Source: an optimization exercise on an open RTL-to-GDS flow (aim: small area). Production flows keep margins and buffers that such runs may drop. Function was checked by simulation only, so behaviour that the tests miss may differ from the original. Power figures rest on the tool's default switching activity, not on a simulated workload.

**design/flow/config.mk**
```make
export PLATFORM = sky130hd
export DESIGN_NAME = hmmm_core
export DESIGN_NICKNAME = hmmm_core
export VERILOG_FILES = /design/flow/design.v
export SDC_FILE = /design/flow/constraint.sdc
export NUM_CORES = 4
export LEC_CHECK = 0
export CAP_MARGIN = 20
export CORE_MARGIN = 2
export CORE_UTILIZATION = 65
export PLACE_DENSITY = 0.75
export SLEW_MARGIN = 20
export SYNTH_HIERARCHICAL = 1
export SYNTH_MINIMUM_KEEP_SIZE = 0
```
**design/flow/constraint.sdc**
```tcl
create_clock -name core_clock -period 11.0 [get_ports {clk}]
set_input_delay 2.2000 -clock core_clock [delete_from_list [all_inputs] [get_ports {clk}]]
set_output_delay 2.2000 -clock core_clock [all_outputs]
set_load 0.01 [all_outputs]
```
**design/flow/design.v**
```verilog
module hmmm_core (
    input  wire        clk,
    input  wire        rst,
    input  wire [8:0]  code_size,
    output wire        imem_req,
    output wire [7:0]  imem_addr,
    input  wire        imem_ready,
    input  wire [15:0] imem_rdata,
    output wire        dmem_req,
    output wire        dmem_we,
    output wire [7:0]  dmem_addr,
    output wire [15:0] dmem_wdata,
    input  wire        dmem_ready,
    input  wire [15:0] dmem_rdata,
    output wire        in_req,
    input  wire        in_valid,
    input  wire        in_abort,
    input  wire [15:0] in_data,
    output wire        out_valid,
    output wire [15:0] out_data,
    output wire [1:0]  status,
    output wire [2:0]  cause,
    output wire [7:0]  lpc,
    input  wire [3:0]  dbg_addr,
    output wire [15:0] dbg_data
);
    localparam [4:0] S_CLR  = 5'd0,  S_FETCH = 5'd1,  S_IRLD = 5'd2,  S_EXEC = 5'd3,
                     S_ADD2 = 5'd4,  S_CHK   = 5'd5,  S_CL   = 5'd6,  S_MEM  = 5'd7,
                     S_MWAIT= 5'd8,  S_RD    = 5'd9,  S_ITER = 5'd10, S_DCOR = 5'd11,
                     S_DFIN = 5'd12, S_WB    = 5'd13, S_NX1  = 5'd14, S_NX2  = 5'd15;
    localparam [4:0] S_HALT = 5'b10000, S_ABORT = 5'b11000;
    reg [15:0] ring [0:14];
    reg [3:0]  c;
    reg [4:0]  st;
    reg [7:0]  pc;
    reg [15:0] ir;
    reg [16:0] A;
    reg [15:0] Q;
    reg        f1, f2;
    reg [3:0]  cnt;
    wire done = st[4];
    wire [3:0] op = ir[15:12];
    wire [3:0] fx = ir[11:8];
    wire [3:0] fy = ir[7:4];
    wire [3:0] fz = ir[3:0];
    wire [7:0] n8 = ir[7:0];
    wire op0     = (op == 4'h0);
    wire is_halt = (ir == 16'h0000);
    wire is_read = op0 && (ir[7:0] == 8'h01);
    wire is_wr   = op0 && (ir[7:0] == 8'h02);
    wire is_jmpi = op0 && (ir[7:0] == 8'h03);
    wire is_ldn  = (op == 4'h1);
    wire is_ld   = (op == 4'h2);
    wire is_st   = (op == 4'h3);
    wire is_ldi  = (op == 4'h4) && (fz == 4'h0);
    wire is_sti  = (op == 4'h4) && (fz == 4'h1);
    wire is_addn = (op == 4'h5);
    wire is_add  = (op == 4'h6);
    wire is_sub  = (op == 4'h7);
    wire is_mul  = (op == 4'h8);
    wire is_div  = (op == 4'h9);
    wire is_mod  = (op == 4'hA);
    wire is_call = (op == 4'hB);
    wire is_jcc  = (op[3:2] == 2'b11);
    wire is_data = is_ld | is_st | is_ldi | is_sti;
    wire is_store = is_st | is_sti;
    wire is_imm  = is_ldn | is_ld | is_st | is_addn | is_call | is_jcc;
    reg [3:0] ra;
    always @* begin
        case (st)
        S_EXEC:           ra = is_imm ? 4'd0 : op0 ? fx : fy;
        S_ITER, S_DCOR,
        S_DFIN:           ra = fz;
        S_ADD2:           ra = is_addn ? fx : fz;
        S_MWAIT, S_RD,
        S_NX1:            ra = 4'd0;
        default:          ra = done ? dbg_addr : fx;
        endcase
    end
    wire [15:0] imm16 = {{8{n8[7] & (is_ldn | is_addn)}}, n8};
    wire [15:0] ext   = (st == S_MWAIT) ? dmem_rdata :
                        (st == S_RD)    ? in_data :
                        (((st == S_EXEC) && is_imm) || (st == S_NX1)) ? imm16 : 16'd0;
    wire [14:0] sel;
    hmmm_rsel u_rsel (.ra(ra), .c(c), .sel(sel));
    reg  [15:0] rd;
    integer k;
    always @* begin
        rd = (ra == 4'd0) ? ext : 16'd0;
        for (k = 0; k < 15; k = k + 1)
            rd = rd | ({16{sel[k]}} & ring[k]);
    end
    wire        rdz = (rd == 16'd0);
    wire        s_div = (A[16] == rd[15]);
    wire        Anz   = (A != 17'd0);
    reg  [16:0] opA;
    reg         gate, inv, cin;
    always @* begin
        opA  = A;
        gate = 1'b0;
        inv  = 1'b0;
        cin  = 1'b0;
        if (rst) opA = 17'd0;
        else case (st)
        S_CLR: opA = 17'd0;
        S_EXEC: begin
            opA  = 17'd0;
            gate = !(is_mul | is_div | is_mod);
            inv  = (is_div | is_mod) & rd[15];
        end
        S_MWAIT, S_RD: begin
            opA  = 17'd0;
            gate = 1'b1;
        end
        S_ADD2: begin
            gate = 1'b1;
            inv  = is_sub;
            cin  = is_sub;
        end
        S_CL: begin
            opA  = {9'd0, pc};
            cin  = 1'b1;
        end
        S_NX1: begin
            opA  = is_call ? 17'd0 : {9'd0, pc};
            gate = is_call;
            cin  = !is_call;
        end
        S_ITER: begin
            if (is_mul) begin
                opA  = {A[15:0], 1'b0};
                gate = Q[15];
                inv  = Q[15] && (cnt == 4'd0);
                cin  = Q[15] && (cnt == 4'd0);
            end else begin
                opA  = {A[15:0], Q[15]};
                gate = 1'b1;
                inv  = s_div;
                cin  = s_div;
            end
        end
        S_DCOR: begin
            gate = s_div;
            inv  = 1'b1;
            cin  = 1'b1;
        end
        S_DFIN: begin
            if (is_div) begin
                opA  = {Q[15], Q};
                cin  = f1;
            end else begin
                gate = Anz && !s_div;
            end
        end
        default: ;
        endcase
    end
    wire [16:0] opB = ({17{gate}} & {rd[15], rd}) ^ {17{inv}};
    wire [16:0] sum = opA + opB + {16'd0, cin};
    wire        lt      = (A[8:0] < code_size);
    wire        hz9     = (A[16:9] == 8'd0);
    wire        code_ok = hz9 && lt;
    wire        data_ok = hz9 && !A[8] && !lt;
    wire        taken  = is_jmpi ? 1'b1 :
                         (op[1:0] == 2'b00) ? rdz :
                         (op[1:0] == 2'b01) ? !rdz :
                         (op[1:0] == 2'b10) ? (!rd[15] && !rdz) : rd[15];
    wire        ovf    = (A[16] != A[15]) || (is_mul && f1) || (is_div && f2);
    wire        last   = (cnt == 4'd15);
    assign imem_req   = (st == S_FETCH);
    assign imem_addr  = pc;
    assign dmem_req   = (st == S_MEM);
    assign dmem_we    = is_store;
    assign dmem_addr  = A[7:0];
    assign dmem_wdata = rd;
    assign in_req     = (st == S_RD);
    assign out_valid  = (st == S_EXEC) && is_wr;
    assign out_data   = rd;
    assign cause      = done ? st[2:0] : 3'd0;
    assign status     = !done ? 2'd0 : (st[2:0] != 3'd0) ? 2'd2 : st[3] ? 2'd3 : 2'd1;
    assign lpc        = pc;
    assign dbg_data   = rd;
    wire wb = (st == S_CLR) || ((st == S_WB) && !ovf && (c == fx));
    integer i;
    always @(posedge clk) begin
        for (i = 0; i < 14; i = i + 1)
            ring[i] <= ring[i + 1];
        ring[14] <= wb ? A[15:0] : ring[0];
    end
    always @(posedge clk) begin
        A   <= sum;
        cnt <= (st == S_EXEC) ? 4'd0 : cnt + 4'd1;
        Q   <= (st == S_EXEC) ? rd : {Q[14:0], (st == S_ITER) ? (!is_mul && s_div) : !(Anz && !s_div)};
        if (st == S_IRLD) ir <= imem_rdata;
        if (rst) begin
            c  <= 4'd1;
            st <= S_CLR;
            pc <= 8'd0;
        end else begin
            c <= (c == 4'd15) ? 4'd1 : c + 4'd1;
            case (st)
            S_CLR:   if (c == 4'd15) st <= S_FETCH;
            S_FETCH: if (imem_ready) st <= S_IRLD;
            S_IRLD:  st <= S_EXEC;
            S_EXEC: begin
                f1 <= 1'b0;
                if (is_halt)                   st <= S_HALT;
                else if (is_read)              st <= S_RD;
                else if (is_wr)                st <= S_NX1;
                else if (is_ldn)               st <= S_WB;
                else if (is_jmpi | is_ld | is_st | is_ldi | is_sti | is_call | is_jcc)
                                               st <= S_CHK;
                else if (is_addn | is_add | is_sub) st <= S_ADD2;
                else if (is_mul | is_div | is_mod)  st <= S_ITER;
                else                           st <= 5'b10010;           
            end
            S_ADD2: st <= S_WB;
            S_CHK: begin
                if (is_data) begin
                    if (!data_ok) st <= is_store ? 5'b10100 : 5'b10011;   
                    else st <= S_MEM;
                end else begin
                    if (!code_ok) st <= 5'b10101;                         
                    else if (is_call) st <= S_CL;
                    else if (taken) st <= S_NX2;
                    else st <= S_NX1;
                end
            end
            S_CL:  st <= S_WB;
            S_MEM: if (dmem_ready) st <= is_store ? S_NX1 : S_MWAIT;
            S_MWAIT: st <= S_WB;
            S_RD: if (in_valid) st <= in_abort ? S_ABORT : S_WB;
            S_ITER: begin
                if (!is_mul && rdz) st <= 5'b10111;                       
                else begin
                    if (is_mul) f1 <= f1 | (sum[16] != sum[15]);
                    if (last) st <= is_mul ? S_WB : S_DCOR;
                end
            end
            S_DCOR: begin
                f1 <= s_div && (sum == 17'd0);
                f2 <= Q[15] & Q[14];
                st <= S_DFIN;
            end
            S_DFIN: st <= S_WB;
            S_WB: begin
                if (ovf) st <= 5'b10110;                                  
                else if (fx == 4'd0 || c == fx) st <= S_NX1;
            end
            S_NX1: st <= S_NX2;
            S_NX2: begin
                if (code_ok) begin pc <= A[7:0]; st <= S_FETCH; end
                else st <= 5'b10001;                                      
            end
            default: ;
            endcase
        end
    end
endmodule
module hmmm_rsel (
    input  wire [3:0]  ra,
    input  wire [3:0]  c,
    output wire [14:0] sel
);
    wire [4:0] dif = {1'b0, ra} - {1'b0, c};
    wire [3:0] idx = dif[4] ? (dif[3:0] - 4'd1) : dif[3:0];
    genvar k;
    generate for (k = 0; k < 15; k = k + 1) begin : g
        assign sel[k] = (idx == k) && (ra != 4'd0);
    end endgenerate
endmodule
```
**design/flow/flow/run.sh**
```bash
#!/bin/bash
# The standard layout (standard.sh), with two changes to how it is built:
# the port buffers are the smallest buffer cell, and clock tree synthesis
# uses small clock buffers and no dummy loads.
set -euo pipefail
export BUFFER_PORTS_ARGS="-buffer_cell sky130_fd_sc_hd__buf_1"
export CTS_ARGS="-sink_clustering_enable -repair_clock_nets -dont_use_dummy_load -buf_list {sky130_fd_sc_hd__clkbuf_2 sky130_fd_sc_hd__clkbuf_4 sky130_fd_sc_hd__clkbuf_8}"
bash standard.sh > standard.log 2>&1
```
**design/flow/standard.sh**
```bash
#!/bin/bash
# synth_recipe.tcl (not shown) runs the flow's synth.tcl, then flattens the netlist and writes it again
# the make line also repeats each setting of config.mk as NAME=value (left out here)
make -C /OpenROAD-flow-scripts/flow DESIGN_CONFIG=/design/flow/config.mk WORK_HOME=/design/flow/orfs CLKGATE_MAP_FILE= SYNTH_SCRIPT=/design/flow/synth_recipe.tcl "${@:-finish}"
```
==> results of run 1 <==
## per-layer routing
layer | global-route usage | vias to the layer above | share of wire
li1 | - | 4914 | -
met1 | 0.4420 | 5047 | 0.40
met2 | 0.5777 | 601 | 0.47
met3 | 0.08031 | 120 | 0.091
met4 | 0.1594 | 2 | 0.042
met5 | 0 | - | 0.00036
## per-module statistics from Yosys, one instance, submodules excluded
module	cells inside	flops+latches	cell area (sq um)
hmmm_rsel	72	0	486.7
hmmm_core	1228	312	12220
## final timing paths
path / cells past startpoint / to / start
worst min-delay path: 0 / ring[6][5] / ring[7][5]
worst max-delay path: 38 / f1 / st[1]
worst min register to register: 0 / ring[6][5] / ring[7][5]
worst max register to register: 38 / f1 / st[1]
## sequential cells by signal, indices dropped and copies added, names as in the netlist
register  flops
ir           16
ring        240
Q            16
c             4
f1            1
st            5
A            17
cnt           4
pc            8
f2            1
## layout by cell type (no fill, tap or decap), drive strengths merged, types with 20 or more instances in the layout
cell type / count
nor2: 103
xor2: 23
nand3: 29
o21ai: 50
buf: 180
dfxtp: 294
ha: 32
a22oi: 107
clkbuf: 48
inv: 33
nand2: 112
nor3: 26
a222oi: 25
nand4: 20
a21oi: 53
## metrics by stage
step | setup slack [ps] | hold WS, ps
after floorplan | 1142 | 329.8
after global placement | 1039 | 332.9
after detailed placement | 786.9 | 336.4
after CTS | 1335 | 318.7
after global routing | 484.4 | 325.9
final | 1146 | 318.9
## cell type report
type,instances,share of cell area
multi-input combinational,825,0.3961
timing repair buffer,180,0.05758
tap,265,0.02399
clock buffer,48,0.04780
sequential,312,0.4650
inverter,35,0.009507
## cells by family (layout without fill, tap and decap cells)
kind of cell,after synthesis,after routing,share of synthesized area
compound gates,351,351,0.1986
simple gates,363,363,0.1363
fa+ha+maj,36,36,0.03701
buf+inv,163,263,0.06379
mux,32,32,0.02668
flops,312,312,0.5056
xor+xnor,43,43,0.03199
## power by group through the flow
| stage | Sequential (mW) | Clock, mW | Combinational, mW |
|---|---|---|---|
| after floorplan | 1.44 | 0 | 1.24 |
| after global placement | 1.53 | 0 | 1.66 |
| after detailed placement | 1.54 | 0 | 1.69 |
| final | 1.52 | 0.772 | 1.74 |
| after CTS | 1.52 | 0.780 | 1.69 |
| after global routing | 1.54 | 0.826 | 1.85 |
==> notes.md, run 1 <==
* Status: finished clean
* Post-Layout Cell Count at 1665
* Iteration count of the initial detailed-routing pass at 6
* Setup TNS at 0 ps
* Area of the multi-input gates at 0.005474 sq mm
* Fmax at 101.5 MHz
* H-tree depth at 2
* Post-synth top flop: dfxtp_1
* Arr. time, crit path at 10260 ps
* First-pass GRT wire length at 55590 um
* Async S/R FF share, synth at 0
* FF+latch count, synth at 312
* Largest net degree at the start of global routing at 39
* Post-CTS Hold Buffers at 0
* Starting DRT DRC Count at 1098
* # Post-CTS Setup Buffers at 0
* Die Width at 143.8 um
* RD Place Congestion at 1.016
* Hold Violations, Final at 0
* Clock skew at 59.16 ps
* Initial antenna violation count at 1
* CTS tree: done
* Cts bufs inserted at 48
* Max-slew violation count at 0
* Share of power burned in registers at 0.378
* Slew headroom at 0.2893
* Worst R2R Setup Slack at 1150 ps
* Comb pwr share at 0.431
* Routed Antenna Nets at 0
* Synth area leaders: dfxtp_1 46%, a22oi_1 6.3%, edfxtp_1 4.3%, nand2_1 3.2%, ha_1 3.1%
* Crit-path slowest cell: dfxtp_1
* Clock Tree Buf Depth at 3
* Final setup fails at 0
* Post-Syn Area per Cell at 9.778 sq um
* CP peak stage delay at 830 ps
* Post-route design area at 0.01382 sq mm
* Initial Util at 0.6574
* FF+latch area at 0.006426 sq mm
* GR Overflow Total at 0
* Root buffer cell: clkbuf_8
* Area grow syn2layout at 8.721%
* Clock-pin slew of the registers on the worst-case setup and hold paths at 60 ps
* Yosys cell types at 85
* Final WL at 36400 um
* Placed Area at 0.01316 sq mm
* Drt drc at 0
* Max-capacitance violation count at 0
* Antenna diodes at 0
* Crit path time final at 9854 ps
* Routed vias at 10684
* I/O Pins at 149
* Crit-path leading delay family: simple AND/OR/NAND/NOR gates
* Power Total at 4.030 mW
* Leak Pwr at 5.414 nW
* RSZ-0062 raised after global routing: no
* Number of instances in the placed design at 1617
* Power share of the clock group at 0.192
* Fillers at 1517
* EDFF count, synth at 18
* Seq/Total Area, Yosys at 0.5056
* Share of layout cells above drive strength 1 at 0.08571
* Worst-path fanout max at 22
* Fin nets at 1504
* Worst path required time at 11400 ps
* List of most frequent post-synthesis cells: 294 x dfxtp_1, 110 x nand2_1, 106 x a22oi_1
* Post-Syn Instances at 1300
* PD cells at 291.6 mW/mm^2
* Min-delay worst type: reg -> reg
* Synthesized cell area at 0.01271 sq mm
* Post-Synthesis Net Count at 1402
* Switch Pwr at 1.769 mW
* Quantity of I/O buffers inserted on ports at 148
* Final period utilization at 0.8958
* Sw Share at 0.4390
* Pint at 2.261 mW
* Hpwl dp at 25340 um
* Post-cts resize count at 0
* Core ar. at 0.01933 sq mm
* Max VDD drop at 212.2 uV
* Die area at 0.02069 sq mm
* Worst setup EP type: flip-flop
* Vias in the first global route at 10202
* Clk sinks at 312
* Cell taking the most area after synthesis: dfxtp_1
* Global Route Usage Sum at 0.3515
* Core Util, Final at 0.7147
* Average routed wire per standard cell at 21.86 um
* Post-synth top area share at 0.4630
* Vias per std cell at 6.417
* Most used cell, CP: or4_1
* Count leader, synth: dfxtp_1
* Worst skew pair latency at 570 ps
* Yosys warnings at 8
* CP Launch Type: flip-flop
* Die Y at 143.8 um
* Crit Path Class: reg -> reg
* Site Rows at 51
* Worst slew pin tran at 1058 ps
* Buf+Inv Stages, Crit Path at 5
==> run 2: changes to the inputs <==
==> design/flow/run.sh (new file) <==
#!/bin/bash
# synth_recipe.tcl (not shown) runs the flow's synth.tcl, then flattens the netlist and writes it again
# the make line also repeats each setting of config.mk as NAME=value (left out here)
make -C /OpenROAD-flow-scripts/flow DESIGN_CONFIG=/design/flow/config.mk WORK_HOME=/design/flow/orfs CLKGATE_MAP_FILE= SYNTH_SCRIPT=/design/flow/synth_recipe.tcl finish
removed: design/flow/flow/run.sh
removed: design/flow/standard.sh
==> run 2 against run 1 <==
Total power increased by 11%. Sequential cell count unchanged. Still clean. Final cell count up 0.36%. Worst hold slack better by 29 ps. Final area is 8.9% higher. Critical path type is now in -> reg. Die area stayed put. Setup slack got worse by 130 ps. Via count up 1.0%. Largest cell class unchanged. Clock power is about 30% higher. Synthesized cell count stayed put. Combinational power increased by 11%.
==> notes.md, run 2 <==
* Status: finished clean
* Vias per std cell at 6.460
* Async S/R FF share, synth at 0
* WHS Path Cells at 0
* Quantity of I/O buffers inserted on ports at 148
* Hpwl dp at 26300 um
* Worst skew pair latency at 560 ps
* Leak Pwr at 5.906 nW
* Count leader, synth: dfxtp_1
* Post-cts resize count at 0
* Post-Synthesis Net Count at 1402
* Yosys warnings at 8
* Worst slack at placement at 561.5 ps
* CP peak stage delay at 530 ps
* Die area at 0.02069 sq mm
* Post-Syn Instances at 1300
* Worst setup EP type: flip-flop
* Area grow syn2layout at 18.37%
* Slew headroom at 0.1947
* PD cells at 296.5 mW/mm^2
* Max reg flops at 240
* Max-capacitance violation count at 0
* Vias in the first global route at 10633
* Core ar. at 0.01933 sq mm
* I/O Pins at 149
* Max VDD drop at 240.9 uV
* Worst R2R Setup Slack at 1330 ps
* Min-delay worst type: reg -> reg
* Cts bufs inserted at 29
* Yosys cell types at 85
* Buf+Inv Stages, Crit Path at 5
* Largest net degree at the start of global routing at 39
* Final WL at 39210 um
* RSZ-0062 raised after global routing: no
* Hold EP: ring[8][2]
* Post-synth top flop: dfxtp_1
* Initial antenna violation count at 3
* Clk sinks at 312
* Synth area leaders: dfxtp_1 46%, a22oi_1 6.3%, edfxtp_1 4.3%, nand2_1 3.2%, ha_1 3.1%
* Seq/Total Area, Yosys at 0.5056
* Post-synth top area share at 0.4630
* Most common cell after layout, fill and taps aside: dfxtp_1
* Routed vias at 10795
* Worst R2R End: f1
* Max-slew violation count at 0
* Hold Violations, Final at 0
* Arr. time, crit path at 10400 ps
* Worst r2r path cells at 38
* FF+latch count, synth at 312
* Cell taking the most area after synthesis: dfxtp_1
* Share of layout cells above drive strength 1 at 0.08185
* Setup TNS at 0 ps
* Synthesized cell area at 0.01271 sq mm
* Routed Antenna Nets at 0
* Iteration count of the initial detailed-routing pass at 6
* Largest reg by FF count: ring
* CTS tree: done
* H-tree depth at 1
* Worst Slack Setup Final at 1013 ps
* Comb pwr share at 0.435
* Die Y at 143.8 um
* Worst path required time at 11410 ps
* Launching point of the worst reg2reg path: st[1]
* Largest regs: ring x240, A x17
* Die Width at 143.8 um
* Drt drc at 0
* Power share of the clock group at 0.224
* Final setup fails at 0
* Crit-path leading delay family: simple AND/OR/NAND/NOR gates
* RD Place Congestion at 0.9524
* HP Start: ring[9][2]
* Most frequent cells in the layout: 294 x dfxtp_1, 148 x clkdlybuf4s50_1, 110 x nand2_1
* Average routed wire per standard cell at 23.46 um
* Fillers at 1315
* # Post-CTS Setup Buffers at 0
* GR Overflow Total at 0
* List of most frequent post-synthesis cells: 294 x dfxtp_1, 110 x nand2_1, 106 x a22oi_1
* Placed Area at 0.01409 sq mm
* Root buffer cell: clkbuf_16
* Share of power burned in registers at 0.341
* Final period utilization at 0.9079
* Crit path time final at 9987 ps
* Post-route design area at 0.01505 sq mm
* Initial Util at 0.6574
* Worst-path fanout max at 16
* CP Launch Type: input pin
* Post-Syn Area per Cell at 9.778 sq um
* EDFF count, synth at 18
* Fmax at 100.1 MHz
* Switch Pwr at 1.843 mW
* First-pass GRT wire length at 58520 um
* Crit Path Class: in -> reg
* Clock-pin slew of the registers on the worst-case setup and hold paths at 60 ps
* Sw Share at 0.4130
* Post-CTS Hold Buffers at 0
* Clock Tree Buf Depth at 3
* Clock skew at 17.34 ps
* Fin nets at 1486
* Crit-path slowest cell: fa_1
* Global Route Usage Sum at 0.3706
* Starting DRT DRC Count at 1063
* Pint at 2.619 mW
* Worst slew pin tran at 1197 ps
* Power Total at 4.461 mW
* Site Rows at 51
* Most used cell, CP: or4_1
run 2: cell counts after synthesis:
No cell type changed its count.
run 2: how the worst max path moves through the flow:
stage / startpoint / endpoint / slack, ps / depth (start not counted)
finish: dbg_addr[0] / f1 / 1010 / 34
global route: dbg_addr[0] / f1 / 550 / 36
floorplan: dbg_addr[0] / f1 / 1140 / 35
global placement: dbg_addr[0] / f1 / 820 / 34
detailed placement: dbg_addr[0] / f1 / 560 / 34
CTS: dbg_addr[0] / f1 / 1100 / 34
run 2: modules after synthesis (local to each module, per instance):
module     cell area (sq um)  cells
hmmm_core              12220   1228
hmmm_rsel              486.7     72
run 2: worst reg2reg max path: cells and delay by family, from the launching register on:
family	cells	cell delay, ps
flip-flops	1	820
AO/OA/AOI/OAI	12	2400
adder cells (fa/ha/maj)	5	1710
XOR/XNOR	1	190
buffers and inverters	4	470
AND/OR/NAND/NOR	16	3960
run 2: power by group through the flow:
stage | clock network (mW) | registers (mW) | logic [mW]
floorplan | 0 | 1.44 | 1.24
detailed placement | 0 | 1.53 | 1.87
global route | 1.05 | 1.54 | 2.04
global placement | 0 | 1.52 | 1.86
finish | 1.00 | 1.52 | 1.94
CTS | 1.00 | 1.51 | 1.89
run 2: cell families after synthesis:
| kind of cell | share of synthesized area |
|---|---|
| buffers and inverters | 0.06379 |
| DFF | 0.5056 |
| muxes | 0.02668 |
| AOI/OAI and AO/OA | 0.1986 |
| and+or+nand+nor | 0.1363 |
| xor gates and xnor gates | 0.03199 |
| adders and majority gates | 0.03701 |
run 2: layout make-up:
class                   instances  area (sq um)  area share
flip-flops and latches        312          6426      0.4271
multi-input cells             825          5479      0.3642
repair buffers                181          1729      0.1149
clock buffers                  44         833.3     0.05538
well taps                     265         331.6     0.02204
inverters                      35         131.4    0.008732
clock inverters                 8         112.6    0.007484
diodes                          1         2.502   0.0001663
run 2: metrics by stage:
| stage | hold WS (ps) | instances | utilization |
|---|---|---|---|
| after floorplan | 329.8 | 1300 | - |
| after global placement | 332.9 | 1618 | 0.7289 |
| after detailed placement | 336.9 | 1618 | 0.7289 |
| after CTS | 344.8 | 1670 | 0.7778 |
| after global routing | 354.0 | 1670 | 0.7780 |
| final | 348.0 | 1671 | 0.7782 |
run 2: metal layers:
metal	track usage	share of wire	vias up
li1	-	-	4894
met1	0.4358	0.37	5149
met2	0.6231	0.48	617
met3	0.09597	0.098	131
met4	0.1940	0.050	4
met5	0	0.00099	-
==> run 3: changes to the inputs <==
--- a/design/flow/design.v
+++ b/design/flow/design.v
@@ -26,5 +26,5 @@
 );
     localparam [4:0] S_CLR  = 5'd0,  S_FETCH = 5'd1,  S_IRLD = 5'd2,  S_EXEC = 5'd3,
-                     S_ADD2 = 5'd4,  S_CHK   = 5'd5,  S_CL   = 5'd6,  S_MEM  = 5'd7,
+                     S_ADD2 = 5'd4,  S_CHK   = 5'd5,  S_MEM  = 5'd7,
                      S_MWAIT= 5'd8,  S_RD    = 5'd9,  S_ITER = 5'd10, S_DCOR = 5'd11,
                      S_DFIN = 5'd12, S_WB    = 5'd13, S_NX1  = 5'd14, S_NX2  = 5'd15;
@@ -38,5 +38,4 @@
     reg [15:0] Q;
     reg        f1, f2;
-    reg [3:0]  cnt;
     wire done = st[4];
     wire [3:0] op = ir[15:12];
@@ -73,6 +72,5 @@
         S_DFIN:           ra = fz;
         S_ADD2:           ra = is_addn ? fx : fz;
-        S_MWAIT, S_RD,
-        S_NX1:            ra = 4'd0;
+        S_MWAIT, S_RD:    ra = 4'd0;
         default:          ra = done ? dbg_addr : fx;
         endcase
@@ -81,5 +79,5 @@
     wire [15:0] ext   = (st == S_MWAIT) ? dmem_rdata :
                         (st == S_RD)    ? in_data :
-                        (((st == S_EXEC) && is_imm) || (st == S_NX1)) ? imm16 : 16'd0;
+                        ((st == S_EXEC) && is_imm) ? imm16 : 16'd0;
     wire [14:0] sel;
     hmmm_rsel u_rsel (.ra(ra), .c(c), .sel(sel));
@@ -118,12 +116,11 @@
             cin  = is_sub;
         end
-        S_CL: begin
+        S_CHK: if (is_call) begin
             opA  = {9'd0, pc};
             cin  = 1'b1;
         end
         S_NX1: begin
-            opA  = is_call ? 17'd0 : {9'd0, pc};
-            gate = is_call;
-            cin  = !is_call;
+            opA  = {9'd0, pc};
+            cin  = 1'b1;
         end
         S_ITER: begin
@@ -157,6 +154,13 @@
     end
     wire [16:0] opB = ({17{gate}} & {rd[15], rd}) ^ {17{inv}};
-    wire [16:0] sum = opA + opB + {16'd0, cin};
-    wire        lt      = (A[8:0] < code_size);
+    wire [17:0] sum18 = {opA, cin} + {opB, cin};
+    wire [16:0] sum   = sum18[17:1];
+    genvar b;
+    wire [9:0] lb;
+    assign lb[0] = 1'b0;
+    generate for (b = 0; b < 9; b = b + 1) begin : g_lt
+        assign lb[b+1] = (~A[b] & code_size[b]) | (lb[b] & ~(A[b] ^ code_size[b]));
+    end endgenerate
+    wire        lt      = lb[9];
     wire        hz9     = (A[16:9] == 8'd0);
     wire        code_ok = hz9 && lt;
@@ -167,4 +171,5 @@
                          (op[1:0] == 2'b10) ? (!rd[15] && !rdz) : rd[15];
     wire        ovf    = (A[16] != A[15]) || (is_mul && f1) || (is_div && f2);
+    wire [3:0]  cnt    = ir[7:4];
     wire        last   = (cnt == 4'd15);
     assign imem_req   = (st == S_FETCH);
@@ -190,7 +195,8 @@
     always @(posedge clk) begin
         A   <= sum;
-        cnt <= (st == S_EXEC) ? 4'd0 : cnt + 4'd1;
         Q   <= (st == S_EXEC) ? rd : {Q[14:0], (st == S_ITER) ? (!is_mul && s_div) : !(Anz && !s_div)};
         if (st == S_IRLD) ir <= imem_rdata;
+        if (st == S_EXEC) ir[7:4] <= 4'd0;
+        if (st == S_ITER) ir[7:4] <= cnt + 4'd1;
         if (rst) begin
             c  <= 4'd1;
@@ -222,10 +228,9 @@
                 end else begin
                     if (!code_ok) st <= 5'b10101;                         
-                    else if (is_call) st <= S_CL;
+                    else if (is_call) begin pc <= A[7:0]; st <= S_WB; end
                     else if (taken) st <= S_NX2;
                     else st <= S_NX1;
                 end
             end
-            S_CL:  st <= S_WB;
             S_MEM: if (dmem_ready) st <= is_store ? S_NX1 : S_MWAIT;
             S_MWAIT: st <= S_WB;
@@ -246,5 +251,5 @@
             S_WB: begin
                 if (ovf) st <= 5'b10110;                                  
-                else if (fx == 4'd0 || c == fx) st <= S_NX1;
+                else if (fx == 4'd0 || c == fx) st <= is_call ? S_FETCH : S_NX1;
             end
             S_NX1: st <= S_NX2;
@@ -263,6 +268,19 @@
     output wire [14:0] sel
 );
-    wire [4:0] dif = {1'b0, ra} - {1'b0, c};
-    wire [3:0] idx = dif[4] ? (dif[3:0] - 4'd1) : dif[3:0];
+    wire [4:0] bw;
+    wire [3:0] dif;
+    assign bw[0] = 1'b0;
+    genvar j;
+    generate for (j = 0; j < 4; j = j + 1) begin : g_sub
+        assign dif[j]  = ra[j] ^ c[j] ^ bw[j];
+        assign bw[j+1] = (~ra[j] & c[j]) | (bw[j] & ~(ra[j] ^ c[j]));
+    end endgenerate
+    wire [4:0] bd;
+    wire [3:0] idx;
+    assign bd[0] = bw[4];
+    generate for (j = 0; j < 4; j = j + 1) begin : g_dec
+        assign idx[j]  = dif[j] ^ bd[j];
+        assign bd[j+1] = bd[j] & ~dif[j];
+    end endgenerate
     genvar k;
     generate for (k = 0; k < 15; k = k + 1) begin : g
==> design/flow/flow/run.sh (new file) <==
#!/bin/bash
# The standard layout (standard.sh) with three changes to how it is built:
# abc maps the logic with an area-oriented script (flow/synth.tcl, flow/area.abc),
# the port buffers are the smallest buffer cell, and clock tree synthesis uses
# small clock buffers and no dummy loads.
set -euo pipefail
W=$(pwd)
export MY_WORK=$W
export MY_ABC_SCRIPT=$W/flow/area.abc
export BUFFER_PORTS_ARGS="-buffer_cell sky130_fd_sc_hd__buf_1"
export CTS_ARGS="-sink_clustering_enable -repair_clock_nets -dont_use_dummy_load -buf_list {sky130_fd_sc_hd__clkbuf_2 sky130_fd_sc_hd__clkbuf_4 sky130_fd_sc_hd__clkbuf_8}"
sed "s#SYNTH_SCRIPT=[^ ]*#SYNTH_SCRIPT=$W/flow/synth.tcl#" standard.sh > my_standard.sh
grep -q "SYNTH_SCRIPT=$W/flow/synth.tcl" my_standard.sh
bash my_standard.sh > standard.log 2>&1
==> design/flow/flow/area.abc (new file) <==
&get -n
&st
&dch
&nf -p -R 1000
&put
==> design/flow/flow/synth.tcl (new file) <==
# The standard flow's synthesis script (synth_recipe.tcl), with abc mapping the logic by
# the area-oriented script flow/area.abc instead of ORFS's speed script.
proc abc {args} {
  set i [lsearch -exact $args -script]
  if {$i >= 0} { lset args [expr {$i + 1}] $::env(MY_ABC_SCRIPT) }
  yosys abc {*}$args
}
source [file join $::env(MY_WORK) synth_recipe.tcl]
==> design/flow/standard.sh (new file) <==
#!/bin/bash
# synth_recipe.tcl (not shown) runs the flow's synth.tcl, then flattens the netlist and writes it again
# the make line also repeats each setting of config.mk as NAME=value (left out here)
make -C /OpenROAD-flow-scripts/flow DESIGN_CONFIG=/design/flow/config.mk WORK_HOME=/design/flow/orfs CLKGATE_MAP_FILE= SYNTH_SCRIPT=/design/flow/synth_recipe.tcl "${@:-finish}"
--- a/design/flow/config.mk
+++ b/design/flow/config.mk
@@ -8,6 +8,6 @@
 export CAP_MARGIN = 20
 export CORE_MARGIN = 2
-export CORE_UTILIZATION = 65
-export PLACE_DENSITY = 0.75
+export CORE_UTILIZATION = 50
+export PLACE_DENSITY = 0.65
 export SLEW_MARGIN = 20
 export SYNTH_HIERARCHICAL = 1
removed: design/flow/run.sh
==> run 3 against run 2 <==
Setup slack lost 190 ps. Largest cell class unchanged. Clock power decreased by 23%. Still clean on timing, DRC and antenna. Sequential power fell by 26%. First-iteration DRC count shrank 16%. Worst hold slack worse by 33 ps. Synthesized cell count shrank 10%. Sequential cell count decreased by 4. Total power is 55% lower. Critical endpoint unchanged.
==> notes.md, run 3 <==
* Share of layout cells above drive strength 1 at 0.07249
* Fmax at 98.23 MHz
* Initial Util at 0.5133
* First-pass GRT wire length at 53760 um
* Arr. time, crit path at 10570 ps
* Clock Tree Buf Depth at 3
* Post-CTS Hold Buffers at 0
* Yosys cell types at 55
* Area grow syn2layout at 13.49%
* Core Util, Final at 0.5826
* Leak Pwr at 5.084 nW
* Most frequent cells in the layout: 289 x dfxtp_1, 147 x buf_1, 135 x nand2_1
* Final setup fails at 0
* Iteration count of the initial detailed-routing pass at 6
* Vias per std cell at 5.956
* Routed vias at 9922
* Largest regs: ring x240, A x17
* Worst Slack Setup Final at 819.5 ps
* FF+latch count, synth at 308
* EDFF count, synth at 18
* Worst skew pair latency at 560 ps
* Routed Antenna Nets at 0
* Fin Hold WS at 315.3 ps
* Power share of the clock group at 0.384
* GR Overflow Total at 0
* CP Launch Type: input pin
* Yosys warnings at 8
* Setup TNS at 0 ps
* Seq/Total Area, Yosys at 0.5428
* Clk sinks at 308
* CTS tree: done
* Average routed wire per standard cell at 21.46 um
* Clock-pin slew of the registers on the worst-case setup and hold paths at 60 ps
* Crit Path Class: in -> reg
* RD Place Congestion at 0.9967
* Max-slew violation count at 0
* Min-delay worst type: reg -> reg
* Status: finished clean
* Post-Syn Area per Cell at 10.01 sq um
* Slew headroom at 0.2910
* Cell taking the most area after synthesis: dfxtp_1
* Drt drc at 0
* Clock skew at 48.54 ps
* Post-Syn Instances at 1168
* I/O Pins at 149
* Final WL at 35750 um
* CP peak stage delay at 460 ps
* Synthesized cell area at 0.01169 sq mm
* PD cells at 150.7 mW/mm^2
* Most common cell after layout, fill and taps aside: dfxtp_1
* Share of power burned in registers at 0.566
* Pint at 1.540 mW
* Post-synth top area share at 0.4965
* Post-Synthesis Net Count at 1271
* Worst setup EP type: flip-flop
* Worst path required time at 11390 ps
* Max-capacitance violation count at 0
* Core ar. at 0.02278 sq mm
* Crit-path slowest cell: fa_1
* Post-synth top flop: dfxtp_1
* Crit path time final at 10180 ps
* Final period utilization at 0.9255
* Worst-path fanout max at 5
* Worst slack at placement at 242.5 ps
* Worst slew pin tran at 1054 ps
* Fin nets at 1457
* Max reg flops at 240
* Root buffer cell: clkbuf_8
* Max VDD drop at 83.31 uV
* Count leader, synth: dfxtp_1
* Hpwl dp at 25180 um
* Global Route Usage Sum at 0.2884
* Quantity of I/O buffers inserted on ports at 148
* Comb pwr share at 0.050
* Site Rows at 55
* Switch Pwr at 0.4600 mW
* H-tree depth at 2
* Initial antenna violation count at 1
* Sw Share at 0.2299
* Die Width at 156.9 um
* Largest reg by FF count: ring
* Die area at 0.02462 sq mm
* Hold Violations, Final at 0
* Starting DRT DRC Count at 894
* Cts bufs inserted at 48
* Synth area leaders: dfxtp_1 50%, a22oi_1 4.6%, edfxtp_1 4.6%, nand2_1 4.4%, nor2_1 3.8%
* List of most frequent post-synthesis cells: 290 x dfxtp_1, 137 x nand2_1, 119 x nor2_1
* Vias in the first global route at 9343
* Largest net degree at the start of global routing at 38
* Async S/R FF share, synth at 0
* Die Y at 156.9 um
run 3: cell count changes after synthesis, sizes merged, moves of 15 or more:
cell | before | now
clkbuf | 65 | 0
buf | 63 | 48
clkinv | 2 | 26
inv | 33 | 0
nand3 | 29 | 55
nor3 | 26 | 10
a22oi | 107 | 72
a211oi | 6 | 21
nand2 | 112 | 137
nor2 | 103 | 119
run 3: layout make-up:
| type | instances | area, sq um |
|---|---|---|
| Sequential cell | 308 | 6347 |
| Multi-Input combinational cell | 786 | 4943 |
| Clock buffer | 48 | 660.6 |
| Fill cell | 2079 | 9508 |
| Antenna cell | 1 | 2.502 |
| Timing Repair Buffer | 184 | 827.0 |
| Tap cell | 313 | 391.6 |
| Inverter | 26 | 97.59 |
run 3: power by group through the flow:
stage | registers [mW] | logic [mW] | clock network, mW
2_1_floorplan | 1.15 | 0.0465 | 0
3_3_place_gp | 1.16 | 0.0974 | 0
3_5_place_dp | 1.16 | 0.0983 | 0
4_1_cts | 1.13 | 0.0984 | 0.779
5_1_grt | 1.13 | 0.105 | 0.831
6_report | 1.13 | 0.0999 | 0.768
run 3: per-layer routing:
metal / routed length, um / global-route usage
met1: 15480 / 0.4014
met2: 16230 / 0.4538
met3: 3004 / 0.04901
met4: 1035 / 0.1022
met5: 0 / 0
run 3: critical path: cells and delay by family:
family                     cells  cell delay, ps
AOI/OAI and AO/OA             16            3310
xor gates and xnor gates       4             710
adders and majority gates      7            1780
muxes                          1              60
buffers and inverters          4             280
and+or+nand+nor               16            2200
run 3: kinds of logic after synthesis:
| family | Yosys count | synth area share |
|---|---|---|
| AOI/OAI and AO/OA | 281 | 0.1708 |
| xor gates and xnor gates | 45 | 0.03371 |
| adders and majority gates | 36 | 0.04109 |
| buffers and inverters | 74 | 0.03917 |
| DFF | 308 | 0.5428 |
| muxes | 15 | 0.01348 |
| and+or+nand+nor | 409 | 0.1590 |
run 3: stage by stage:
stage               instance area [sq um]  power (mW)  std cells
global placement                    12580       1.253       1617
global route                        13270       2.069       1665
floorplan                           11710       1.201       1168
finish                              13270       2.000       1666
CTS                                 13240       2.010       1665
detailed placement                  12580       1.254       1617
run 3: worst paths after layout:
check	start	endpoint	slack, ps	cells after the start
worst max-delay path	dbg_addr[0]	f1	820	48
worst min-delay path	ring[9][11]	ring[8][11]	320	0
worst max register to register	st[1]	f1	830	53
worst min register to register	ring[9][11]	ring[8][11]	320	0
run 3: what timing repair did:
item | in CTS | in global routing
buffers inserted | 0 | 0
gates resized for setup | 0 | 11
setup endpoints to repair | 0 | 1
endpoints found under the hold margin | 0 | 0
run 3: Yosys stat by module (local to each module, per instance):
module     times used  area (sq um)  flip-flops and latches  cells inside
hmmm_rsel           1         280.3                       0            43
hmmm_core           1         11410                     308          1125
==> run 4: changes to the inputs <==
==> design/flow/flow/run.sh (replaced) <==
#!/bin/bash
# The standard layout (standard.sh) with three changes to how it is built:
# abc maps the logic with an area-oriented script (flow/synth.tcl, flow/area.abc),
# the port buffers are the smallest buffer cell, and clock tree synthesis uses
# clkbuf_8 with sink clusters of up to 20 and no dummy loads.
set -euo pipefail
W=$(pwd)
export MY_WORK=$W
export MY_ABC_SCRIPT=$W/flow/area.abc
export BUFFER_PORTS_ARGS="-buffer_cell sky130_fd_sc_hd__buf_1"
export CTS_ARGS="-sink_clustering_enable -repair_clock_nets -dont_use_dummy_load -sink_clustering_size 20 -sink_clustering_max_diameter 50 -buf_list {sky130_fd_sc_hd__clkbuf_8}"
sed "s#SYNTH_SCRIPT=[^ ]*#SYNTH_SCRIPT=$W/flow/synth.tcl#" standard.sh > my_standard.sh
grep -q "SYNTH_SCRIPT=$W/flow/synth.tcl" my_standard.sh
bash my_standard.sh > standard.log 2>&1
==> run 4 against run 3 <==
Combinational power barely moved. Utilization fell by 1.3 points. Critical path depth rose by 5. Clock skew rose by 47 ps. Count of clock-buffer cells in the layout fell by 21. Sequential share of layout area rose by 1.1 points. Critical path type is now reg -> reg. Critical endpoint unchanged. Largest cell class unchanged. Largest power group unchanged.
==> notes.md, run 4 <==
* Status: finished clean
* Die area at 0.02462 sq mm
* Post-Syn Area per Cell at 10.01 sq um
* Starting DRT DRC Count at 856
* Leak Pwr at 4.933 nW
* Pint at 1.372 mW
* Crit path time final at 10230 ps
* Worst r2r path cells at 53
* Iteration count of the initial detailed-routing pass at 8
* Root buffer cell: clkbuf_8
* Share of power burned in registers at 0.633
* Worst Slack Setup Final at 772.1 ps
* # Post-CTS Setup Buffers at 0
* Fin Hold WS at 271.4 ps
* RD Place Congestion at 0.9967
* Core Util, Final at 0.5698
* Cell taking the most area after synthesis: dfxtp_1
* PD cells at 137.6 mW/mm^2
* Max-slew violation count at 0
* Post-Synthesis Net Count at 1271
* Post-Syn Instances at 1168
* Vias per std cell at 5.937
* Switch Pwr at 0.4136 mW
* Synth area leaders: dfxtp_1 50%, a22oi_1 4.6%, edfxtp_1 4.6%, nand2_1 4.4%, nor2_1 3.8%
* CP Launch Type: flip-flop
* Largest net degree at the start of global routing at 38
* Worst slew pin tran at 1045 ps
* Cts bufs inserted at 27
* Setup TNS at 0 ps
* Hold EP: ring[8][11]
* Worst R2R Setup Slack at 770 ps
* Number of instances in the placed design at 1617
* Crit-path slowest cell: fa_1
* Max-capacitance violation count at 0
* Final WL at 35150 um
* Antenna diodes at 0
* Die Y at 156.9 um
* Post-synth top flop: dfxtp_1
* Post-Layout Cell Count at 1644
* Synthesized cell area at 0.01169 sq mm
* Clock-pin slew of the registers on the worst-case setup and hold paths at 110 ps
* Yosys warnings at 8
* Largest reg by FF count: ring
* Clock Tree Buf Depth at 3
* Most frequent cells in the layout: 289 x dfxtp_1, 147 x buf_1, 135 x nand2_1
* Post-route design area at 0.01298 sq mm
* Comb pwr share at 0.056
* Worst-path fanout max at 14
* Count leader, synth: dfxtp_1
* Share of layout cells above drive strength 1 at 0.05785
* Post-synth top area share at 0.4965
* Drt drc at 0
* Quantity of I/O buffers inserted on ports at 148
* Initial Util at 0.5133
* EDFF count, synth at 18
* Site Rows at 55
* Most common cell after layout, fill and taps aside: dfxtp_1
* Die Width at 156.9 um
* FF+latch count, synth at 308
* List of most frequent post-synthesis cells: 290 x dfxtp_1, 137 x nand2_1, 119 x nor2_1
* First-pass GRT wire length at 53070 um
* Largest regs: ring x240, A x17
* Placed Area at 0.01258 sq mm
* Worst skew pair latency at 600 ps
* Yosys cell types at 55
* Clk sinks at 308
* H-tree depth at 1
* Hold Violations, Final at 0
* Global Route Usage Sum at 0.2825
* Hpwl dp at 25180 um
* Routed Antenna Nets at 0
* Worst slack at placement at 242.5 ps
* HP Start: ring[9][11]
* Worst R2R End: f1
* CP peak stage delay at 460 ps
* Launching point of the worst reg2reg path: st[1]
* Crit Path Class: reg -> reg
* Slew headroom at 0.2972
* Min-delay worst type: reg -> reg
* Core ar. at 0.02278 sq mm
* Final period utilization at 0.9298
* Worst setup EP type: flip-flop
* Sw Share at 0.2316
* I/O Pins at 149
* Area grow syn2layout at 11.00%
* Final setup fails at 0
* Worst path required time at 11410 ps
* Initial antenna violation count at 1
* Arr. time, crit path at 10640 ps
* Vias in the first global route at 9160
* Seq/Total Area, Yosys at 0.5428
* Max VDD drop at 94.23 uV
* CTS tree: done
* Power Total at 1.786 mW
* Average routed wire per standard cell at 21.38 um
* Clock skew at 95.72 ps
* Async S/R FF share, synth at 0
* Fmax at 97.77 MHz
* Power share of the clock group at 0.311
* Routed vias at 9760
* Max reg flops at 240
* GR Overflow Total at 0
* Fin nets at 1436
* RSZ-0062 raised after global routing: no
* WHS Path Cells at 0
[run 4: worst max path at each step]
stage | startpoint | end | slack (ps) | depth (start not counted)
after floorplan | dbg_addr[0] | f1 | 310 | 47
after global placement | dbg_addr[0] | f1 | 510 | 48
after detailed placement | dbg_addr[0] | f1 | 240 | 48
after CTS | st[2] | f1 | 480 | 53
after global routing | st[1] | f1 | 3 | 53
final | st[1] | f1 | 770 | 53
[run 4: kinds of logic after synthesis]
logic type,share of synthesized area
AOI/OAI and AO/OA,0.1708
xor gates and xnor gates,0.03371
adders and majority gates,0.04109
buffers and inverters,0.03917
DFF,0.5428
muxes,0.01348
and+or+nand+nor,0.1590
[run 4: cell type report]
cell class	count	area, sq um
Timing Repair Buffer	184	827.0
Inverter	26	97.59
Fill cell	2096	9799
Multi-Input combinational cell	786	4943
Sequential cell	308	6347
Clock buffer	27	371.6
Tap cell	313	391.6
[run 4: worst max-delay path, delay by kind of cell, from the launching register on]
family / cells / cell delay, ps
adder cells (fa/ha/maj): 7 / 1880
flip-flops: 1 / 450
buffers and inverters: 4 / 360
XOR/XNOR: 4 / 640
AND/OR/NAND/NOR: 21 / 3200
AO/OA/AOI/OAI: 17 / 3590
[run 4: per-module statistics from Yosys, one instance, submodules excluded]
| module | area, sq um | times used | flops+latches |
|---|---|---|---|
| hmmm_core | 11410 | 1 | 308 |
| hmmm_rsel | 280.3 | 1 | 0 |
[run 4: repair_timing]
item | 4_1_cts | 5_1_grt
setup endpoints to repair | 0 | 1
resized for setup | 0 | 11
hold buffers | 0 | 0
[run 4: power by group through the flow]
stage                     sequential [mW]  clock [mW]  combinational, mW
after floorplan                      1.15           0             0.0465
after global placement               1.16           0             0.0974
after detailed placement             1.16           0             0.0983
after CTS                            1.13       0.566             0.0983
after global routing                 1.13       0.607              0.105
final                                1.13       0.555             0.0999
[run 4: routing by layer]
| metal | share of wire | wire, um | track usage |
|---|---|---|---|
| met5 | 0 | 0 | 0 |
| met3 | 0.075 | 2629 | 0.03662 |
| met4 | 0.025 | 869 | 0.07733 |
| met2 | 0.46 | 16060 | 0.4534 |
| met1 | 0.44 | 15590 | 0.4024 |
==> run 5: changes to the inputs <==
--- a/design/flow/design.v
+++ b/design/flow/design.v
@@ -37,5 +37,5 @@
     reg [16:0] A;
     reg [15:0] Q;
-    reg        f1, f2;
+    reg        f1;
     wire done = st[4];
     wire [3:0] op = ir[15:12];
@@ -145,5 +145,5 @@
             if (is_div) begin
                 opA  = {Q[15], Q};
-                cin  = f1;
+                cin  = f1 && !Anz;
             end else begin
                 gate = Anz && !s_div;
@@ -170,5 +170,5 @@
                          (op[1:0] == 2'b01) ? !rdz :
                          (op[1:0] == 2'b10) ? (!rd[15] && !rdz) : rd[15];
-    wire        ovf    = (A[16] != A[15]) || (is_mul && f1) || (is_div && f2);
+    wire        ovf    = (A[16] != A[15]) || (is_mul && f1);
     wire [3:0]  cnt    = ir[7:4];
     wire        last   = (cnt == 4'd15);
@@ -239,12 +239,11 @@
                 if (!is_mul && rdz) st <= 5'b10111;                       
                 else begin
-                    if (is_mul) f1 <= f1 | (sum[16] != sum[15]);
+                    if (is_mul) f1 <= f1 | (A[16] != A[15]);
                     if (last) st <= is_mul ? S_WB : S_DCOR;
                 end
             end
             S_DCOR: begin
-                f1 <= s_div && (sum == 17'd0);
-                f2 <= Q[15] & Q[14];
-                st <= S_DFIN;
+                f1 <= s_div;
+                st <= (is_div && Q[15] && Q[14]) ? 5'b10110 : S_DFIN;    
             end
             S_DFIN: st <= S_WB;
--- a/design/flow/config.mk
+++ b/design/flow/config.mk
@@ -6,9 +6,9 @@
 export NUM_CORES = 4
 export LEC_CHECK = 0
-export CAP_MARGIN = 20
+export CAP_MARGIN = 0
 export CORE_MARGIN = 2
 export CORE_UTILIZATION = 50
 export PLACE_DENSITY = 0.65
-export SLEW_MARGIN = 20
+export SLEW_MARGIN = 0
 export SYNTH_HIERARCHICAL = 1
 export SYNTH_MINIMUM_KEEP_SIZE = 0
==> run 5 against run 4 <==
Highest routed layer unchanged. Register-to-register slack improved by 360 ps. Critical path type is now in -> reg. Worst hold slack improved by 8.0 ps. Still clean on timing, DRC and antenna. Sequential power barely moved. Largest power group unchanged. Setup slack improved by 350 ps. Final cell count fell by 0.85%. Final area fell by 1.1%.
==> notes.md, run 5 <==
* Global Route Usage Sum at 0.2788
* Core ar. at 0.02278 sq mm
* Yosys cell types at 51
* Clock Tree Buf Depth at 3
* Die Width at 156.7 um
* FF+latch count, synth at 307
* Arr. time, crit path at 10330 ps
* Power Total at 1.780 mW
* Vias in the first global route at 9208
* Worst path required time at 11450 ps
* Largest net degree at the start of global routing at 38
* Share of layout cells above drive strength 1 at 0.04331
* Synth area leaders: dfxtp_1 50%, edfxtp_1 4.4%, nand2_1 4.1%, nor2_1 4.0%, a22oi_1 3.9%
* Count leader, synth: dfxtp_1
* Root buffer cell: clkbuf_8
* # Post-CTS Setup Buffers at 0
* CP peak stage delay at 510 ps
* First-pass GRT wire length at 52680 um
* Worst slack at placement at 372.2 ps
* CTS tree: done
* Most used cell, CP: a21oi_1
* Status: finished clean
* Placed Area at 0.01246 sq mm
* Synthesized cell area at 0.01166 sq mm
* Site Rows at 55
* Initial antenna violation count at 0
* Largest regs: ring x240, A x17
* Async S/R FF share, synth at 0
* Clk sinks at 307
* CP Launch Type: input pin
* Routed Antenna Nets at 0
* RSZ-0062 raised after global routing: no
* Crit Path Class: in -> reg
* Die Y at 156.7 um
* Max VDD drop at 85.09 uV
* RD Place Congestion at 0.9814
* Cts bufs inserted at 27
* I/O Pins at 149
* Iteration count of the initial detailed-routing pass at 7
* Setup TNS at 0 ps
* H-tree depth at 1
* Hold Violations, Final at 0
* List of most frequent post-synthesis cells: 290 x dfxtp_1, 128 x nand2_1, 124 x nor2_1
* Post-synth top flop: dfxtp_1
* Final WL at 34880 um
* Max-slew violation count at 0
* Worst Slack Setup Final at 1121 ps
* Worst-path fanout max at 16
* Drt drc at 0
* Slew headroom at 0.3969
* Fin nets at 1421
* Quantity of I/O buffers inserted on ports at 148
* Post-Synthesis Net Count at 1265
* Yosys warnings at 8
* Post-route design area at 0.01283 sq mm
* Post-Syn Area per Cell at 10.03 sq um
* Crit path time final at 9879 ps
* Fmax at 101.2 MHz
* EDFF count, synth at 17
* Post-Syn Instances at 1162
* Leak Pwr at 4.841 nW
* Die area at 0.02455 sq mm
* Starting DRT DRC Count at 847
* Average routed wire per standard cell at 21.40 um
* Worst slew pin tran at 896.4 ps
* Clock-pin slew of the registers on the worst-case setup and hold paths at 110 ps
* Min-delay worst type: reg -> reg
* Largest reg by FF count: ring
* Worst setup EP type: flip-flop
* Max reg flops at 240
* Initial Util at 0.5118
* Most common cell after layout, fill and taps aside: dfxtp_1
* Vias per std cell at 5.886
* Max-capacitance violation count at 0
* Area grow syn2layout at 10.09%
* Post-synth top area share at 0.4980
* Post-cts resize count at 0
* Worst skew pair latency at 600 ps
* Seq/Total Area, Yosys at 0.5417
* Clock skew at 79.90 ps
* Hpwl dp at 24950 um
* PD cells at 138.7 mW/mm^2
* Final period utilization at 0.8981
* Cell taking the most area after synthesis: dfxtp_1
* Post-CTS Hold Buffers at 0
* GR Overflow Total at 0
* Routed vias at 9594
* Crit-path slowest cell: nor2_4
* Final setup fails at 0
* Most frequent cells in the layout: 290 x dfxtp_1, 147 x buf_1, 128 x nand2_1
run 5: worst max-delay path: cells and delay by family:
family                     cells  cell delay [ps]
adders and majority gates      7             1820
buffers and inverters          5              500
and+or+nand+nor               11             1980
xor gates and xnor gates       4              920
AOI/OAI and AO/OA             14             2850
muxes                          1               60
run 5: stage by stage:
stage               utilization  instances  hold slack (ps)
floorplan                     -       1162            329.8
global placement         0.5468       1602            332.3
detailed placement       0.5468       1602            336.0
CTS                      0.5631       1629            279.2
global route             0.5634       1629            278.8
finish                   0.5635       1630            279.4
run 5: per-module statistics from Yosys, one instance, submodules excluded:
module     flops+latches  cells  times used
hmmm_core            307   1119           1
hmmm_rsel              0     43           1
run 5: layout make-up:
cell class	count	area, sq um
multi-input cells	780	4892
flip-flops and latches	307	6316
diodes	1	2.502
well taps	313	391.6
fillers	2076	9943
repair buffers	175	759.5
inverters	27	101.3
clock buffers	27	371.6
run 5: kinds of logic (layout without fill, tap and decap cells):
logic type | after synthesis | count (layout) | share of synthesized area
simple gates | 401 | 401 | 0.1561
flops | 307 | 307 | 0.5417
compound gates | 280 | 280 | 0.1713
buf+inv | 75 | 229 | 0.03960
xor+xnor | 44 | 44 | 0.03305
fa+ha+maj | 36 | 36 | 0.04121
mux | 19 | 19 | 0.01696
other cells | 0 | 1 | 0
run 5: metal layers:
metal  track usage  wire length (um)  share of wire
met5             0                 0              0
met4       0.08781              1077          0.031
met3       0.03351              2358          0.068
met2        0.4660             16330           0.47
met1        0.3777             15110           0.43
run 5: path summary, 6_finish.rpt:
path                    start  slack [ps]     endpoint  cells past startpoint
hold reg to reg   ring[1][12]         280  ring[0][12]                      0
setup reg to reg        st[4]        1130        A[15]                     45
hold / removal    ring[1][12]         280  ring[0][12]                      0
setup / recovery  dbg_addr[0]        1120        A[15]                     42
run 5: power by group:
part	switching (mW)	total, mW	internal, mW
sequential	0.00363	1.13	1.12
clock	0.339	0.557	0.217
combinational	0.0683	0.0970	0.0287
==> run 6: changes to the inputs <==
--- a/design/flow/config.mk
+++ b/design/flow/config.mk
@@ -6,9 +6,9 @@
 export NUM_CORES = 4
 export LEC_CHECK = 0
-export CAP_MARGIN = 0
+export CAP_MARGIN = 20
 export CORE_MARGIN = 2
 export CORE_UTILIZATION = 50
 export PLACE_DENSITY = 0.65
-export SLEW_MARGIN = 0
+export SLEW_MARGIN = 20
 export SYNTH_HIERARCHICAL = 1
 export SYNTH_MINIMUM_KEEP_SIZE = 0
==> run 6 against run 5 <==
Sequential share of layout area is the same. Final area did not move. Clock skew did not move. Total power unchanged. Sequential power about the same.
==> notes.md, run 6 <==
* Status: finished clean
* Yosys cell types at 51
* Site Rows at 55
* Routed vias at 9594
* Most frequent cells in the layout: 290 x dfxtp_1, 147 x buf_1, 128 x nand2_1
* Count leader, synth: dfxtp_1
* WL met1 at 15110 um
* FF+latch count, synth at 307
* Starting DRT DRC Count at 847
* Fin nets at 1421
* PD cells at 138.7 mW/mm^2
* Post-Layout Cell Count at 1630
* Final setup fails at 0
* Cell taking the most area after synthesis: dfxtp_1
* Top sig layer: met4
* Post-Syn Instances at 1162
* I/O Pins at 149
* Average routed wire per standard cell at 21.40 um
* Hold Violations, Final at 0
* Met3 routed WL at 2358 um
* Seq/Total Area, Yosys at 0.5417
* Final WL at 34880 um
* Die Y at 156.7 um
* Die Width at 156.7 um
* H-tree depth at 1
* RD Place Congestion at 0.9814
* Yosys warnings at 8
* GR Overflow Total at 0
* RSZ-0062 raised after global routing: no
* Post-Synthesis Net Count at 1265
* Post-CTS Hold Buffers at 0
* Final period utilization at 0.8981
* List of most frequent post-synthesis cells: 290 x dfxtp_1, 128 x nand2_1, 124 x nor2_1
* Quantity of I/O buffers inserted on ports at 148
* Fillers at 2076
* Min-delay worst type: reg -> reg
* Clock-pin slew of the registers on the worst-case setup and hold paths at 110 ps
* Max VDD drop at 85.09 uV
* Most used cell, CP: a21oi_1
* Power Total at 1.780 mW
* Crit-path slowest cell: nor2_4
* Setup TNS at 0 ps
* Post-synth top flop: dfxtp_1
* Iteration count of the initial detailed-routing pass at 7
* Cts bufs inserted at 27
* EDFF count, synth at 17
* Largest net degree at the start of global routing at 38
* Vias per std cell at 5.886
* Worst skew pair latency at 600 ps
* Core ar. at 0.02278 sq mm
* Leak Pwr at 4.841 nW
* Vias in the first global route at 9208
* Fmax at 101.2 MHz
* CP peak stage delay at 510 ps
* Die area at 0.02455 sq mm
* Clk sinks at 307
* Post-Syn Area per Cell at 10.03 sq um
* Async S/R FF share, synth at 0
* Number of instances in the placed design at 1602
* Slew headroom at 0.3969
* CP Launch Type: input pin
* Arr. time, crit path at 10330 ps
* Worst-path fanout max at 16
* Max reg flops at 240
* Core Util, Final at 0.5635
* Clock Tree Buf Depth at 3
* Clock skew at 79.90 ps
* Initial Util at 0.5118
* CTS tree: done
* First-pass GRT wire length at 52680 um
* Global Route Usage Sum at 0.2788
* Drt drc at 0
* Most common cell after layout, fill and taps aside: dfxtp_1
* Max-slew violation count at 0
* Share of layout cells above drive strength 1 at 0.04331
* Post-synth top area share at 0.4980
* Crit path time final at 9879 ps
* Max-capacitance violation count at 0
* Initial antenna violation count at 0
* Met2 wire len at 16330 um
* Worst slew pin tran at 896.4 ps
* Worst path required time at 11450 ps
* Synthesized cell area at 0.01166 sq mm
* Synth area leaders: dfxtp_1 50%, edfxtp_1 4.4%, nand2_1 4.1%, nor2_1 4.0%, a22oi_1 3.9%
* Root buffer cell: clkbuf_8
* Largest reg by FF count: ring
* Worst setup EP type: flip-flop
* Hpwl dp at 24950 um
* Largest regs: ring x240, A x17
* Area grow syn2layout at 10.09%
* Routed Antenna Nets at 0
* Crit Path Class: in -> reg
==> run 6: layout make-up <==
type | instances | area [sq um] | share of cell area
Antenna cell | 1 | 2.502 | 0.0001950
Timing Repair Buffer | 175 | 759.5 | 0.05917
Inverter | 27 | 101.3 | 0.007896
Clock buffer | 27 | 371.6 | 0.02895
Sequential cell | 307 | 6316 | 0.4921
Tap cell | 313 | 391.6 | 0.03051
Multi-Input combinational cell | 780 | 4892 | 0.3812
==> run 6: per-layer routing <==
| layer | global-route usage | vias up |
|---|---|---|
| li1 | - | 4543 |
| met1 | 0.3777 | 4587 |
| met2 | 0.4660 | 388 |
| met3 | 0.03351 | 76 |
| met4 | 0.08781 | 0 |
| met5 | 0 | - |
==> run 6: power by group <==
part / switching, mW / internal, mW / total [mW]
clock network: 0.339 / 0.217 / 0.557
registers: 0.00363 / 1.12 / 1.13
logic: 0.0683 / 0.0287 / 0.0970
==> run 6: cells by family after synthesis <==
logic type,count (synthesis),synth area share
simple gates,401,0.1561
flops,307,0.5417
compound gates,280,0.1713
buf+inv,75,0.03960
xor+xnor,44,0.03305
fa+ha+maj,36,0.04121
mux,19,0.01696
==> run 6: critical path, delay by kind of cell <==
kind	cells	cell delay (ps)
buffers and inverters	5	500
adders and majority gates	7	1820
xor gates and xnor gates	4	920
muxes	1	60
and+or+nand+nor	11	1980
AOI/OAI and AO/OA	14	2850
==> run 6: path summary, 6_finish.rpt <==
check                                   end  cells past startpoint         from  slack (ps)
worst max-delay path                  A[15]                     42  dbg_addr[0]        1120
worst min-delay path            ring[0][12]                      0  ring[1][12]         280
worst max register to register        A[15]                     45        st[4]        1130
worst min register to register  ring[0][12]                      0  ring[1][12]         280
==> run 6: modules after synthesis, one instance, submodules excluded <==
module	flops+latches	cells inside	cell area (sq um)
hmmm_rsel	0	43	280.3
hmmm_core	307	1119	11380
==> run 6: per-stage QoR <==
stage / instance area [sq um] / setup slack, ps / hold WS (ps)
2_1_floorplan: 11660 / 960.6 / 329.8
3_3_place_gp: 12460 / 637.9 / 332.3
3_5_place_dp: 12460 / 372.2 / 336.0
4_1_cts: 12830 / 895.8 / 279.2
5_1_grt: 12830 / 265.4 / 278.8
6_report: 12830 / 1121 / 279.4
==> run 6: what timing repair did <==
action,CTS,global route
endpoints found under the setup margin,0,1
resized for setup,0,1
setup buffers,0,0
==> run 7: changes to the inputs <==
--- a/design/flow/flow/run.sh
+++ b/design/flow/flow/run.sh
@@ -8,4 +8,5 @@
 export MY_WORK=$W
 export MY_ABC_SCRIPT=$W/flow/area.abc
+export SYNTH_INSBUF=0
 export BUFFER_PORTS_ARGS="-buffer_cell sky130_fd_sc_hd__buf_1"
 export CTS_ARGS="-sink_clustering_enable -repair_clock_nets -dont_use_dummy_load -sink_clustering_size 20 -sink_clustering_max_diameter 50 -buf_list {sky130_fd_sc_hd__clkbuf_8}"
==> design/flow/flow/area.abc (replaced) <==
strash
ifraig
scorr
dc2
strash
&get -n
&st
&dch -f
&nf -p -R 1000
&put
--- a/design/flow/config.mk
+++ b/design/flow/config.mk
@@ -9,4 +9,5 @@
 export CORE_MARGIN = 2
 export CORE_UTILIZATION = 50
+export GPL_TIMING_DRIVEN = 0
 export PLACE_DENSITY = 0.65
 export SLEW_MARGIN = 20
==> run 7 against run 6 <==
Total power rose by 110%. Worst hold slack better by 13 ps. Maximum frequency decreased by 4.7%. Synthesized area is 4.9% lower. Sequential cell count unchanged. Largest cell class unchanged. Final area grew 0.18%. Largest power group unchanged. Still clean on timing, DRC and antenna.
==> notes.md, run 7 <==
* Most common cell after layout, fill and taps aside: dfxtp_1
* Quantity of I/O buffers inserted on ports at 148
* Fillers at 1958
* Worst path required time at 11470 ps
* Vias per std cell at 6.116
* Min-delay worst type: reg -> reg
* Die area at 0.02338 sq mm
* Average routed wire per standard cell at 21.91 um
* Comb pwr share at 0.412
* First-pass GRT wire length at 52270 um
* Most frequent cells in the layout: 289 x dfxtp_1, 165 x nand2_1, 147 x buf_1
* Synth area leaders: dfxtp_1 52%, a222oi_1 6.4%, nand2_1 5.6%, edfxtp_1 4.6%, ha_1 3.6%
* Final WL at 34280 um
* Fmax at 96.42 MHz
* RSZ-0062 raised after global routing: no
* Largest reg by FF count: ring
* Routed Antenna Nets at 0
* I/O Pins at 149
* CP Launch Type: input pin
* Area grow syn2layout at 15.98%
* Worst slack at placement at -580.9 ps
* List of most frequent post-synthesis cells: 290 x dfxtp_1, 165 x nand2_1, 90 x nor2_1
* Sw Share at 0.4374
* Hpwl dp at 25290 um
* Clock-pin slew of the registers on the worst-case setup and hold paths at 110 ps
* Post-Syn Area per Cell at 10.26 sq um
* Largest net degree at the start of global routing at 32
* Pint at 2.131 mW
* Post-synth top flop: dfxtp_1
* Most used cell, CP: a21oi_1
* Seq/Total Area, Yosys at 0.5698
* Cell taking the most area after synthesis: dfxtp_1
* FF+latch count, synth at 307
* Starting DRT DRC Count at 1040
* PD cells at 294.7 mW/mm^2
* Worst Slack Setup Final at 628.9 ps
* Switch Pwr at 1.657 mW
* Slew headroom at 0.2657
* Clk sinks at 307
* Initial Util at 0.5080
* Largest regs: ring x240, A x17
* Final setup fails at 0
* Initial antenna violation count at 0
* Max VDD drop at 146.5 uV
* Clock Tree Buf Depth at 3
* Count leader, synth: dfxtp_1
* H-tree depth at 1
* Setup TNS at 0 ps
* Yosys cell types at 52
* EDFF count, synth at 17
* Core ar. at 0.02182 sq mm
* Die Y at 152.9 um
* Final period utilization at 0.9428
* Crit path time final at 10370 ps
* Worst setup EP type: flip-flop
* Iteration count of the initial detailed-routing pass at 7
* Power share of the clock group at 0.147
* Status: finished clean
* Site Rows at 54
* Post-CTS Hold Buffers at 0
* GR Overflow Total at 0
* Max-capacitance violation count at 0
* Post-Syn Instances at 1080
* Crit Path Class: in -> reg
* Worst slew pin tran at 1093 ps
* Max reg flops at 240
* Crit-path slowest cell: fa_1
* Vias in the first global route at 9216
* Die Width at 152.9 um
* Global Route Usage Sum at 0.2841
* Worst-path fanout max at 16
-- run 7: changes by cell type after synthesis, sizes merged, moves of 10 or more --
cell,delta
buf,-48
nand2,+37
a22oi,-34
nor2,-34
a222oi,+30
a211oi,-19
xnor2,-18
a21oi,+10
-- run 7: per-stage QoR --
step                cells  instance area (sq um)  total power, mW  hold slack, ps  utilization
floorplan            1080                  11090            2.416           329.8            -
global placement     1508                  11990            3.025           331.2       0.5495
detailed placement   1533                  12390            3.204           335.8       0.5677
CTS                  1560                  12780            3.761           301.8       0.5854
global route         1565                  12860            3.977           304.0       0.5892
finish               1565                  12860            3.789           292.4       0.5892
-- run 7: final timing paths --
check / from / end / slack (ps) / cells past startpoint
max reg2reg: st[4] / A[15] / 810 / 47
min: ring[9][1] / ring[8][1] / 290 / 0
max: dbg_addr[0] / A[15] / 630 / 44
min reg2reg: ring[9][1] / ring[8][1] / 290 / 0
-- run 7: cell families after synthesis --
kind of cell               Yosys count  share of synthesized area
xor gates and xnor gates            28                    0.02212
DFF                                307                     0.5698
buffers and inverters               26                   0.008803
adders and majority gates           36                    0.04334
AOI/OAI and AO/OA                  268                     0.1754
and+or+nand+nor                    393                     0.1600
muxes                               22                    0.02054
-- run 7: layout make-up --
| cell class | count | area [sq um] | area share |
|---|---|---|---|
| flip-flops and latches | 307 | 6317 | 0.4913 |
| well taps | 280 | 350.3 | 0.02725 |
| repair buffers | 178 | 892.1 | 0.06939 |
| inverters | 26 | 97.59 | 0.007591 |
| clock buffers | 27 | 371.6 | 0.02890 |
| multi-input cells | 747 | 4828 | 0.3755 |
-- run 7: metal layers --
layer	vias to the layer above	track usage	wire length, um	share of wire
met3	75	0.05529	3168	0.092
li1	4451	-	-	-
met1	4567	0.3963	14600	0.43
met4	0	0.1045	1106	0.032
met2	479	0.4412	15410	0.45
met5	-	0	0	0
-- run 7: timing repair --
action                                  4_1_cts  5_1_grt
gates cloned                                  0        0
hold endpoints to repair                      0        0
endpoints found under the setup margin        2        3
setup buffers                                 0        4
gates resized for setup                       3        8
-- run 7: per-module statistics from Yosys, one instance, submodules excluded --
module     flip-flops and latches  times used
hmmm_core                     307           1
hmmm_rsel                       0           1
-- run 7: power groups by stage --
stage	logic [mW]	registers [mW]	clock network (mW)
after floorplan	0.807	1.61	0
after global placement	1.34	1.68	0
after detailed placement	1.52	1.68	0
after CTS	1.53	1.66	0.569
after global routing	1.66	1.71	0.611
final	1.56	1.67	0.555
-- run 7: critical path, delay by kind of cell --
family	cells	cell delay [ps]
buf+inv	5	460
xor+xnor	3	550
simple gates	10	1530
mux	1	160
fa+ha+maj	7	1930
compound gates	18	3940

Check on run 7: ideal ports give 0.629 ns setup slack; a clkbuf_16 on the clock port and buf_2 on the inputs give 0.649 ns; moving port delays by the midpoint clock arrival (0.593 ns) as well gives 0.056 ns.
